Context: an optimization exercise on an open-source flow, tuned for small area, a short achievable clock period and few clock cycles per item. The choices shown serve that exercise and are no tape-out recipe.
Only simulation tests tie the RTL to the original design; equivalence was not proved.
Power and IR drop assume default switching activity.

Design curve_tangler, start of the top module:
module curve_tangler (
    input  wire        clk,
    input  wire        rst,         
    input  wire        cmd_valid,
    output wire        cmd_ready,
    input  wire [1:0]  cmd_op,
    input  wire [63:0] cmd_arg,
    output wire        rsp_valid,
    input  wire        rsp_ready,
    output wire [63:0] rsp_data
);
==> flow/config.mk <==
export PLATFORM = sky130hd
export DESIGN_NAME = curve_tangler
export DESIGN_NICKNAME = curve_tangler
export VERILOG_FILES = /design/flow/design.v
export SDC_FILE = /design/flow/constraint.sdc
export NUM_CORES = 4
export LEC_CHECK = 0
export ABC_AREA = 1
export CAP_MARGIN = 20
export CORE_MARGIN = 2
export CORE_UTILIZATION = 40
export GPL_ROUTABILITY_DRIVEN = 1
export GPL_TIMING_DRIVEN = 1
export PLACE_DENSITY = 0.6
export SLEW_MARGIN = 20
==> flow/constraint.sdc <==
create_clock -name core_clock -period 10.0 [get_ports {clk}]
set_input_delay 2.0000 -clock core_clock [delete_from_list [all_inputs] [get_ports {clk}]]
set_output_delay 2.0000 -clock core_clock [all_outputs]
set_load 0.01 [all_outputs]
standard.sh (not shown) runs the stock make flow with config.mk's settings and CLKGATE_MAP_FILE= SYNTH_SCRIPT=/design/flow/synth_recipe.tcl, a recipe that flattens the netlist after the stock synthesis.
==> flow/flow/run.sh <==
#!/bin/bash
# The standard layout, with these changes to how it is made:
#  - if flow/abc_area.script exists, ABC maps the logic with it
#  - the setup repair aims at the slack margin in flow/margin.txt
#  - the port buffers are sky130_fd_sc_hd__buf_2
# Registers, constraints and clock period are those of the standard flow.
set -euo pipefail
MARGIN=$(cat flow/margin.txt)
rm -rf scripts_x
cp -r "$FLOW_HOME/scripts" scripts_x
if [[ -f flow/abc_area.script ]]; then
  cp flow/abc_area.script scripts_x/abc_area.script
fi
bash standard.sh "SCRIPTS_DIR=$PWD/scripts_x" "SETUP_SLACK_MARGIN=$MARGIN" \
  "BUFFER_PORTS_ARGS=-buffer_cell sky130_fd_sc_hd__buf_2" finish > flow_make.log 2>&1
==> flow/flow/margin.txt <==
5.3
The first run passed the timing, design-rule and antenna checks.
Testbench counts at the start, summed over its fixed seeds: cycles 8,008, items 8,000.
Rerun with:
==> flow/flow/margin.txt (replaced) <==
5
--- a/flow/config.mk
+++ b/flow/config.mk
@@ -10,6 +10,6 @@
 export CORE_MARGIN = 2
-export CORE_UTILIZATION = 40
+export CORE_UTILIZATION = 55
 export GPL_ROUTABILITY_DRIVEN = 1
 export GPL_TIMING_DRIVEN = 1
-export PLACE_DENSITY = 0.6
+export PLACE_DENSITY = 0.75
 export SLEW_MARGIN = 20
Result:
- The new run completed with no timing, DRC or antenna violations
- cell area goes down by about 11%
- sequential power hardly moves
- clock skew goes up by 0.014 ns
- clock-buffer cell count goes down by 1
- global-route usage goes up by 6.6 points
Rerun with:
--- a/flow/config.mk
+++ b/flow/config.mk
@@ -10,6 +10,6 @@
 export CORE_MARGIN = 2
-export CORE_UTILIZATION = 55
+export CORE_UTILIZATION = 40
 export GPL_ROUTABILITY_DRIVEN = 1
 export GPL_TIMING_DRIVEN = 1
-export PLACE_DENSITY = 0.75
+export PLACE_DENSITY = 0.6
 export SLEW_MARGIN = 20
Worst hold slack gets worse by 0.11 ns.
Sequential share of layout area came out higher by 0.13 points.
Cell count rises by a few percent.
Maximum frequency fell slightly.

========
Setup of north:
curve_tangler, a different RTL version from the one above (not shown whole).
Size: ~81 flip-flops, ~140 I/O pins, about 12,000 um2 of cells after synthesis.
Settings: LEC_CHECK=0, ABC_AREA=1, CAP_MARGIN=20, CORE_MARGIN=2, CORE_UTILIZATION=40, GPL_ROUTABILITY_DRIVEN=1, GPL_TIMING_DRIVEN=1, PLACE_DENSITY=0.6, SLEW_MARGIN=20, TNS_END_PERCENT=0; clock period 10.0 ns.
==> flow/flow/run.sh <==
#!/bin/bash
# The standard layout, with these changes to how it is made:
#  - if flow/abc_area.script exists, ABC maps the logic with it
#  - the setup repair aims at the slack margin in flow/margin.txt
#  - the port buffers are sky130_fd_sc_hd__buf_1
# Registers, constraints and clock period are those of the standard flow.
set -euo pipefail
MARGIN=$(cat flow/margin.txt)
rm -rf scripts_x
cp -r "$FLOW_HOME/scripts" scripts_x
if [[ -f flow/abc_area.script ]]; then
  cp flow/abc_area.script scripts_x/abc_area.script
fi
bash standard.sh "SCRIPTS_DIR=$PWD/scripts_x" "SETUP_SLACK_MARGIN=$MARGIN" \
  "BUFFER_PORTS_ARGS=-buffer_cell sky130_fd_sc_hd__buf_1" finish > flow_make.log 2>&1
==> flow/flow/margin.txt <==
4.95
Testbench counts of north, summed over its fixed seeds: cycles 8,008, items 8,000.
The inputs of south differ from those of north as listed below.
Settings: PLACE_DENSITY now 0.7, was 0.6; CORE_UTILIZATION now 50, was 40; TNS_END_PERCENT no longer set, was 0.
[compare] base=north new=south: per-cell via count in the routed design went up by about 4%; peak supply drop went down by about 0.7%; post-route cell area went down by 0.86%.
## Diff of input files: east against south
Settings: setting CTS_CLUSTER_SIZE to 50 for the first time; changing CORE_UTILIZATION from 50 to 40; setting CTS_CLUSTER_DIAMETER to 100 for the first time; changing PLACE_DENSITY from 0.7 to 0.6.
Notes after the runs:
Timing, DRC, antenna: 0 failures across east and south
Post-route total power: south vs east — no meaningful difference
Taking south as the reference point, the number of global-route vias before repair of east rises by 3.9%.
Changes observed in east relative to south: least setup slack across all paths after layout saw an increase, maximum frequency saw an increase.
### east -> west
Settings: CTS_CLUSTER_SIZE: 50 -> unset; CTS_CLUSTER_DIAMETER: 100 -> unset.
==> flow/flow/margin.txt <==
4.8
[summary]
The final layout from west, which completed every stage, passed the timing, design-rule and antenna checks at the end of the flow.
Summary — shortest clock period the worst path allows after layout, west relative to east: higher, by 0.25 ns.
Sort west and east by cell count desc -> top: east
Compared with east, in west overall via count from detail_route lost 185; relative area change from synthesis to final layout decreased 2.1 points; layout buffer count excluding clock buffers decreased 11; wire length of the first global-routing pass neither gained nor lost much; cell area after layout shrank by 260 um2.
Slowest stage cell on the critical path = sky130_fd_sc_hd__edfxtp_1: west; slowest stage cell on the critical path = sky130_fd_sc_hd__buf_1: east
Sequential share of layout area (west over east): increase, 0.35 points
Edits applied to the flow inputs when going from west to middle:
-- flow/flow/run.sh --
<<< west, line 3
#  - if flow/abc_area.script exists, ABC maps the logic with it
>>> middle, line 3
#  - synthesis maps the logic between the registers and the rsp_data outputs
#    with flow/abc_post.script (ABC area mapping, amap), and the rest of the
#    logic with the standard ABC area script (flow/patch_synth.py)
<<< west, line 7
>>> middle, line 9
# make's output goes to flow_make.log; each step's log is under orfs/logs.
<<< west, line 11
if [[ -f flow/abc_area.script ]]; then
  cp flow/abc_area.script scripts_x/abc_area.script
fi
>>> middle, line 14
cp flow/abc_post.script scripts_x/abc_post.script
python3 flow/patch_synth.py scripts_x > patch_synth.log 2>&1
==> flow/flow/abc_post.script (new file) <==
strash
dch
amap -m
topo
stime -c
buffer -c
upsize -c
dnsize -c
==> flow/flow/margin.txt <==
4.95
==> flow/flow/patch_synth.py (new file) <==
#!/usr/bin/env python3
"""Patch a copy of ORFS's scripts/synth.tcl: map the logic between the
registers and the rsp_data outputs with flow/abc_post.script (area mapping)
before the usual ABC call maps the rest of the logic with the standard script.
usage: patch_synth.py SCRIPTS_DIR"""
import sys
p = sys.argv[1] + "/synth.tcl"
s = open(p).read()
a = """  log_cmd abc {*}$abc_args
} else {"""
b = """  # the logic from the registers to the response outputs is mapped for area
  # with abc_post.script; the rest of the logic with the standard script
  select -set post_cone o:rsp_data %ci*:-sky130_fd_sc_hd__edfxtp_1:-sky130_fd_sc_hd__dfxtp_1
  select -set post_gates @post_cone t:\\$_* %i
  puts "post-register gates mapped for area: [llength [split [string trim [tee -q -s result.string select -list @post_gates]] "\\n"]]"
  set abc_args_post [lreplace $abc_args 1 1 $::env(SCRIPTS_DIR)/abc_post.script]
  log_cmd abc {*}$abc_args_post @post_gates
  log_cmd abc {*}$abc_args
} else {"""
if s.count(a) != 1:
    sys.exit("patch_synth.py: anchor not found in " + p)
open(p, "w").write(s.replace(a, b))
- The final layout from west, which completed every stage, passed the timing, design-rule and antenna checks at the end of the flow.
- In summary, middle completed successfully, with a layout that passed the timing, design-rule and antenna checks.
- Source-to-sink clock delay at the later pin of the worst-skew pair across middle and west: no real change.
- | wire length of the first global-routing pass | higher: west |
- From west to middle the numbers moved as follows: maximum VDD drop rose 3.0 uV, first-iteration detailed-routing DRC count went up 219, total number of tap cells moved down, met2 layer wire length in the routed design rose 1.2%.
- Diff west -> middle: total leakage power saw a decrease; sequential share of layout area saw little to no change; sequential power saw an increase; final net count saw a decrease.
- Higher final worst-path cycle share goes to west over middle.

what the ideal ports hide:
How much do the figures lean on ideal ports? The routed layouts below were timed once more, with nothing changed but the port constraints. Step 1 sets driving cells, clkbuf_16 on the clock port and buf_2 on the other inputs (assumed; they add their load-dependent delay and slew). Step 2 also shifts input and output timing later by t, the mid clock arrival at the registers, as if the neighbouring blocks saw the same clock. Slacks: no drivers / after step 1 / after step 2; pairs: no drivers / after step 1.
run | shift t [ns] | setup WS [ns] | clock arrival spread, ns | worst register clock-pin slew, ns | worst slew at a driven data input, ns
the first run of note 1 | 0.371 | 5.119 / 5.079 / 4.867 | 0.013 / 0.014 | 0.07 / 0.07 | 0.16
the second run of note 1 | 0.378 | 5.084 / 5.038 / 4.758 | 0.021 / 0.021 | 0.08 / 0.08 | 0.10
the third run of note 1 | 0.373 | 5.022 / 4.979 / 4.762 | 0.013 / 0.013 | 0.07 / 0.07 | 0.13
north | 0.370 | 5.176 / 5.125 / 4.755 | 0.011 / 0.011 | 0.07 / 0.07 | 0.09
south | 0.371 | 5.174 / 5.134 / 4.841 | 0.012 / 0.012 | 0.07 / 0.07 | 0.09
east | 0.376 | 5.223 / 5.124 / 4.748 | 0.012 / 0.011 | 0.07 / 0.07 | 0.20
west | 0.370 | 4.969 / 4.928 / 4.761 | 0.011 / 0.011 | 0.06 / 0.06 | 0.06
middle | 0.372 | 5.119 / 5.078 / 4.773 | 0.010 / 0.009 | 0.07 / 0.07 | 0.17
After both steps every run listed still meets setup and hold. The setup slack of east, which loses most, moves by -0.099 ns with the drivers and by -0.475 ns with both steps.
